This is an optimization exercise on Yosys and OpenROAD, whose aim is small area, a short achievable clock period and few clock cycles, not a production implementation.
At most, simulation tests tie the RTL to the original design; equivalence was not proved.
Power figures rest on the tool's default switching activity, not on a simulated workload.

// pcf8583_rtc
module pcf8583_rtc (
    input  wire        clk,
    input  wire        rst,
    input  wire        scl_i,
    input  wire        sda_i,
    input  wire [39:0] host_now,
    input  wire [6:0]  host_cs,
    output wire        sda_o,
    output wire        busy
);
==> flow/config.mk <==
export PLATFORM = sky130hd
export DESIGN_NAME = pcf8583_rtc
export DESIGN_NICKNAME = pcf8583_rtc
export VERILOG_FILES = /design/flow/design.v
export SDC_FILE = /design/flow/constraint.sdc
export NUM_CORES = 4
export LEC_CHECK = 0
export CAP_MARGIN = 20
export CORE_MARGIN = 2
export CORE_UTILIZATION = 55
export CTS_CLUSTER_DIAMETER = 100
export CTS_CLUSTER_SIZE = 24
export SLEW_MARGIN = 20
==> flow/constraint.sdc <==
create_clock -name core_clock -period 20.0 [get_ports {clk}]
set_input_delay 4.0000 -clock core_clock [delete_from_list [all_inputs] [get_ports {clk}]]
set_output_delay 4.0000 -clock core_clock [all_outputs]
set_load 0.01 [all_outputs]
standard.sh (not shown) runs the stock make flow with config.mk's settings and CLKGATE_MAP_FILE= SYNTH_SCRIPT=/design/flow/synth_recipe.tcl, a recipe that flattens the netlist after the stock synthesis.
==> flow/flow/run.sh <==
#!/bin/bash
# The standard layout (the standard.sh: unchanged synthesis, floorplan,
# placement, clock tree and routing) with two changes to how it is made:
#  - the port buffers are buf_2 cells (every port still gets its own buffer);
#  - the timing repair steps are asked to leave a setup margin, so that the
#    design is optimised toward a clock period shorter than the
#    constraint's. The constraint file itself is not changed.
set -euo pipefail
export BUFFER_PORTS_ARGS="-buffer_cell sky130_fd_sc_hd__buf_2"
export SETUP_SLACK_MARGIN=14.8
bash standard.sh > standard.log 2>&1
Change:
--- a/flow/design.v
+++ b/flow/design.v
@@ -377,39 +377,41 @@
     wire       tring_r = (tgt_r[7:3] != 5'd0);
     wire       thit  = (ts_r[3:0] == 4'd0);
     wire [7:0] tapv  = tap_src[8*ts_r[7:4] +: 8];
     wire [7:0] tidx_r = {tgt_r[7:3] - 5'd1, tgt_r[2:0]};
     wire       pconf_r = pw_valid && (pw_idx == tidx_r);
     wire       pconf = pw_valid && (pw_idx == tidx);
     wire [4:0] h12 = (f_hr == 5'd0) ? 5'd12 : (f_hr > 5'd12) ? f_hr - 5'd12 : f_hr;
     reg  [6:0] raw7;
     reg  [7:0] ext8;
     always @(*) begin
         raw7 = 7'd0;
         ext8 = 8'd0;
-        case (tgt_r[2:0])
+        case (tgt[2:0])
             3'd1: raw7 = cs_snap;
             3'd2: raw7 = {1'b0, f_sc};
             3'd3: raw7 = {1'b0, f_mi};
             3'd4: begin
                 raw7 = {2'b00, am_pm ? h12 : f_hr};
                 ext8 = am_pm ? {1'b1, (f_hr >= 5'd12), 6'd0} : 8'd0;
             end
             3'd5: begin raw7 = {2'b00, f_dom}; ext8 = {f_w[1:0], 6'd0}; end
             3'd6: begin raw7 = {3'b000, f_mon}; ext8 = {f_wd + 3'd1, 5'd0}; end
             default: ;
         endcase
     end
-    wire [7:0] regbyte = (tgt_r[2:0] == 3'd0) ? ctrl :
-                         (tgt_r[2:0] == 3'd7) ? 8'd0 : (bcd7(raw7) | ext8);
+    reg  [7:0] pre8;
+    reg  [7:0] pre_ext;
+    reg        pre_bcd;
+    wire [7:0] regbyte = pre_bcd ? (bcd7(pre8[6:0]) | pre_ext) : pre8;
     wire       tsnap_r = (tgt_r[2:0] >= 3'd2) && (tgt_r[2:0] <= 3'd6);
     wire ld_ok = nb_rdy && (tgt == tgt_r) && !((tgt[7:3] != 5'd0) && pconf);
     wire wpre     = ejob_w && (eph != E_IDLE) && (eph != E_PSTART);
     wire proc_add = ev_halt | ev_res | ev_start | ev_time;
     wire do_commit = (eph == E_COMMIT) && !proc_add;
     wire do_pstart = (eph == E_PSTART) && !proc_add;
     reg [1:0]  add_bs;        
     always @(*) begin
         if (ev_halt)                     add_bs = 2'd1;
         else if (ev_res)                 add_bs = 2'd2;
         else if (ev_start || ev_time)    add_bs = halted ? 2'd0 : 2'd1;
         else if (eph == E_COMMIT)        add_bs = 2'd3;
@@ -651,24 +653,27 @@
             busy_reg <= 1'b0;
         else
             busy_reg <= (((ps == S_AR_ACK) || (ps == S_READ_ACK)) && !ld_ok) ||
                         ((ps == S_WRITE) && (bc == 3'd7) && (pw_valid || ev_ring ||
                          ((ptr[7:3] == 5'd0) && (ptr[2:0] != 3'd1) && (ptr[2:0] != 3'd7) &&
                           ejob_w && (eph != E_IDLE))));
     end
     always @(posedge clk) begin
         rc <= (rc == 8'd247) ? 8'd0 : rc + 8'd1;
         ws_r  <= slot_next(ev_ring ? {ev_ptr[7:3] - 5'd1, ev_ptr[2:0]} : pw_idx, rc);
         tgt_r <= tgt;
         ts_r  <= slot_next(tidx, rc);
+        pre8    <= (tgt[2:0] == 3'd0) ? ctrl : {1'b0, raw7};
+        pre_ext <= ext8;
+        pre_bcd <= (tgt[2:0] != 3'd0) && (tgt[2:0] != 3'd7);
         if (rst_r) begin
             ctrl       <= 8'd0;
             halted     <= 1'b0;
             am_pm      <= 1'b0;
             tb         <= KOFF;
             rc         <= 8'd0;
             clr_cnt    <= 5'd16;
             pw_valid   <= 1'b0;
             nb_rdy     <= 1'b0;
             eph        <= E_IDLE;
             ejob_w     <= 1'b0;
             pend       <= 1'b0;
Result: The changed run finished with timing, DRC and antenna clean; setup slack improves by 0.040 ns; non-clock buffer count climbs by 16; area after synthesis stays flat; clock power rises slightly; wire length went up by a few percent; global-route usage grows by 0.90 points.
Testbench counts after the change, summed over its fixed seeds: cycles 117,989.
Only the layout flow was run in the first run of this note; the RTL was not checked for function there.

---

Another version of the RTL of pcf8583_rtc (not shown whole).
For scale: ~2400 flip-flops, about 53 I/O pins, ~72000 sq um of cells after synthesis.
## pcf8583_rtc
module pcf8583_rtc (
    input  wire        clk,
    input  wire        rst,
    input  wire        scl_i,
    input  wire        sda_i,
    input  wire [39:0] host_now,
    input  wire [6:0]  host_cs,
    output wire        sda_o,
    output wire        busy
);
    localparam [40:0] KOFF = 41'd617564390400;    
    localparam [3:0] S_IDLE       = 4'd0;
    localparam [3:0] S_START_WAIT = 4'd1;
    localparam [3:0] S_GET_ADDR   = 4'd2;
    localparam [3:0] S_AW_ACK     = 4'd3;
    localparam [3:0] S_AR_ACK     = 4'd4;
    localparam [3:0] S_GET_REG    = 4'd5;
    localparam [3:0] S_REG_ACK    = 4'd6;
    localparam [3:0] S_READ       = 4'd7;
    localparam [3:0] S_READ_ACK   = 4'd8;
    localparam [3:0] S_WRITE      = 4'd9;
    localparam [3:0] S_WRITE_ACK  = 4'd10;
    localparam [4:0] E_IDLE   = 5'd0;
    localparam [4:0] E_MAIN   = 5'd1;
    localparam [4:0] E_P0     = 5'd2;
    localparam [4:0] E_P1     = 5'd3;
    localparam [4:0] E_P2     = 5'd4;
    localparam [4:0] E_P3     = 5'd5;
    localparam [4:0] E_P4     = 5'd6;
    localparam [4:0] E_P5     = 5'd7;
    localparam [4:0] E_P6     = 5'd8;
    localparam [4:0] E_P7     = 5'd9;
    localparam [4:0] E_D1     = 5'd10;
    localparam [4:0] E_D2     = 5'd11;
    localparam [4:0] E_MUL    = 5'd12;
    localparam [4:0] E_COMMIT = 5'd13;
    localparam [4:0] E_PSTART = 5'd14;
    localparam [4:0] E_D0     = 5'd15;
    localparam [4:0] E_D1B    = 5'd16;
    function [7:0] bcd7;
  ...
clock: 20.0 ns
lec_check: 0
cap_margin: 20
core_margin: 2
core_utilization: 55
cts_cluster_diameter: 100
cts_cluster_size: 24
slew_margin: 20
Scripts as last shown in full above: flow/flow/run.sh
The first run finished clean.
Testbench counts at the start, summed over its fixed seeds: cycles 117,989.
Next try:
--- a/flow/design.v
+++ b/flow/design.v
@@ -531,15 +531,15 @@
     wire lp_yp1 = mr[1];
     wire lp_b   = mr[0];
     reg  [3:0]  m1;
     reg  [1:0]  rel;          
     reg  [1:0]  y1m4;
     reg         l1;
     reg  [11:0] g_day;
-    reg  [5:0]  dom_adj;      
+    reg  [4:0]  dom_adj;
     wire [4:0]  lm = mlen(f_mon, lp_y);
     wire [2:0]  kd = {1'b0, wx[1:0]} - {1'b0, y1m4};    
     always @(*) begin
         if (wv[5:0] == 6'd0) begin
             m1  = (f_mon == 4'd1) ? 4'd12 : f_mon - 4'd1;
             rel = (f_mon == 4'd1) ? 2'd3 : 2'd0;
         end else if (wv[5:0] <= {1'b0, lm}) begin
@@ -556,18 +556,18 @@
             3'd2:    g_day = 12'd730;
             3'd3:    g_day = 12'd1095;
             3'd7:    g_day = -12'd365;
             3'd6:    g_day = -12'd730;
             3'd5:    g_day = -12'd1095;
             default: g_day = 12'd0;
         endcase
-        dom_adj = {1'b0, f_dom};
+        dom_adj = f_dom;
         if (m1 <= 4'd2 && l1) begin
-            if (wx[1:0] != 2'd0 && y1m4 == 2'd0) dom_adj = {1'b0, f_dom} - 6'd1;
-            if (wx[1:0] == 2'd0 && y1m4 != 2'd0) dom_adj = {1'b0, f_dom} + 6'd1;
+            if (wx[1:0] != 2'd0 && y1m4 == 2'd0) dom_adj = f_dom - 5'd1;
+            if (wx[1:0] == 2'd0 && y1m4 != 2'd0) dom_adj = f_dom + 5'd1;
         end
     end
     wire [1:0]  ma = wv[5:4];
     wire [3:0]  mn = wv[3:0];
     reg  [11:0] jy;
     reg  [2:0]  jy7;
     reg         lpn;
@@ -587,25 +587,24 @@
             end
         endcase
     end
     wire [4:0] w7s  = {2'd0, f_wd} + {2'd0, jy7} + {2'd0, cum7(mn, lpn)} +
                       5'd7 - {2'd0, cum7(f_mon, lp_y)};
     wire [2:0] wd1  = dr[4:0] % 5'd7;
     wire [11:0] dval = dp - {3'd0, dq} + dr;
-    localparam [17:0] U86400 = 18'd86400;
-    localparam [17:0] U3600  = 18'd3600;
-    localparam [17:0] U60    = 18'd60;
-    reg        ubit, unext, ulast;
-    wire [4:0] ecnt1 = ecnt + 5'd1;
+    localparam [16:0] U86400 = 17'd86400;
+    localparam [16:0] U3600  = 17'd3600;
+    localparam [16:0] U60    = 17'd60;
+    reg        ubit, ulast;
     always @(*) begin
         case (emode)
-            3'd2:    begin ubit = (ecnt == 5'd0); unext = 1'b0;          ulast = (ecnt == 5'd0);  end
-            3'd3:    begin ubit = U60[ecnt];      unext = U60[ecnt1];    ulast = (ecnt == 5'd5);  end
-            3'd4:    begin ubit = U3600[ecnt];    unext = U3600[ecnt1];  ulast = (ecnt == 5'd11); end
-            default: begin ubit = U86400[ecnt];   unext = U86400[ecnt1]; ulast = (ecnt == 5'd16); end
+            3'd2:    begin ubit = (ecnt == 5'd0); ulast = (ecnt == 5'd0);  end
+            3'd3:    begin ubit = U60[ecnt];      ulast = (ecnt == 5'd5);  end
+            3'd4:    begin ubit = U3600[ecnt];    ulast = (ecnt == 5'd11); end
+            default: begin ubit = U86400[ecnt];   ulast = (ecnt == 5'd16); end
         endcase
     end
     wire hn_hold = pend || (ev_start && wpre);
     always @(posedge clk)
         if (c_start || !hn_hold) hn_r <= host_now;
     always @(posedge clk) begin
         if (rst_r) begin
@@ -808,15 +807,15 @@
                         eph <= E_D1;
                     end
                     E_D1: begin
                         case (emode)
                             3'd2: begin r2 <= {10'd0, wv}; r1 <= {4'd0, f_sc}; eq <= 28'd0; end
                             3'd3: begin r2 <= {10'd0, wv}; r1 <= {4'd0, f_mi}; eq <= 28'd0; end
                             3'd4: begin r2 <= {10'd0, wv}; r1 <= {5'd0, f_hr}; eq <= 28'd0; end
-                            3'd5: begin r2 <= {10'd0, wv}; r1 <= {4'd0, dom_adj}; eq <= {16'd0, g_day}; end
+                            3'd5: begin r2 <= {10'd0, wv}; r1 <= {5'd0, dom_adj}; eq <= {16'd0, g_day}; end
                             default: begin
                                 r2 <= {6'd0, jy + {3'd0, cumd(mn, lpn)}};
                                 r1 <= {1'b0, cumd(f_mon, lp_y)};
                                 eq <= {23'd0, w7s};
                             end
                         endcase
                         eph <= (emode == 3'd6) ? E_D1B : E_D2;
@@ -829,21 +828,16 @@
                         eq   <= {{16{dval[11]}}, dval};
                         ecnt <= 5'd0;
                         eph  <= E_COMMIT;
                     end
                     E_COMMIT: begin
                         if (do_commit) begin
                             if (ubit) tb <= sum;
-                            if (unext) begin
-                                eq   <= {eq[26:0], 1'b0};
-                                ecnt <= ecnt1;
-                            end else begin
-                                eq   <= {eq[25:0], 2'b00};
-                                ecnt <= ecnt + 5'd2;
-                            end
+                            eq   <= {eq[26:0], 1'b0};
+                            ecnt <= ecnt + 5'd1;
                             if (ulast) eph <= pend ? E_PSTART : E_IDLE;
                         end
                     end
                     default: ;
                 endcase
             end
         end
Result: Combinational power went up by about 3%; worst setup slack gains 0.031 ns; die area hardly moves; via count came out higher by 1.4%; total power increases by 1.0%; non-clock buffer count rose by 25; synthesized area barely changes; first-iteration DRC count is higher by 3.8%; utilization goes up by 0.15 points; hold slack is better by 0.016 ns; clock skew is about the same; routed wire length grows by 0.62%; register-to-register slack stays flat.
The RTL of the second run of this note was laid out without a check of its function.

==> what the ideal ports hide <==
No port has a modelled driver above. Below, the same layouts with a new extraction and two added sets of constraints. Step 1, drivers: a clkbuf_16 drives clk and a buf_2 each remaining input, both assumed. Step 2 times the ports against the registers' clock, not the clock port: input delays grow and output delays shrink by t, the midpoint of the rising clock arrivals with the driver on. Three values: no drivers, after step 1, after step 2; two values: the first two.
run | t, ns | setup slack, ns | hold slack, ns | worst setup path at the end | worst register clock-pin slew, ns
the first run of note 1 | 0.790 | 14.784 / 14.716 / 14.322 | 0.321 / 0.321 / 0.321 | input to register | 0.11 / 0.11
the second run of note 1 | 0.822 | 14.824 / 14.752 / 14.316 | 0.295 / 0.295 / 0.295 | input to register | 0.11 / 0.11
the first run of note 2 | 0.820 | 14.801 / 14.726 / 14.355 | 0.290 / 0.290 / 0.290 | input to register | 0.11 / 0.11
the second run of note 2 | 0.812 | 14.833 / 14.756 / 14.193 | 0.305 / 0.305 / 0.305 | input to register | 0.11 / 0.11
After both steps setup and hold are still met in every run listed. The setup slack of the second run of note 2, which loses most, moves by -0.077 ns with the drivers and by -0.640 ns with both steps.
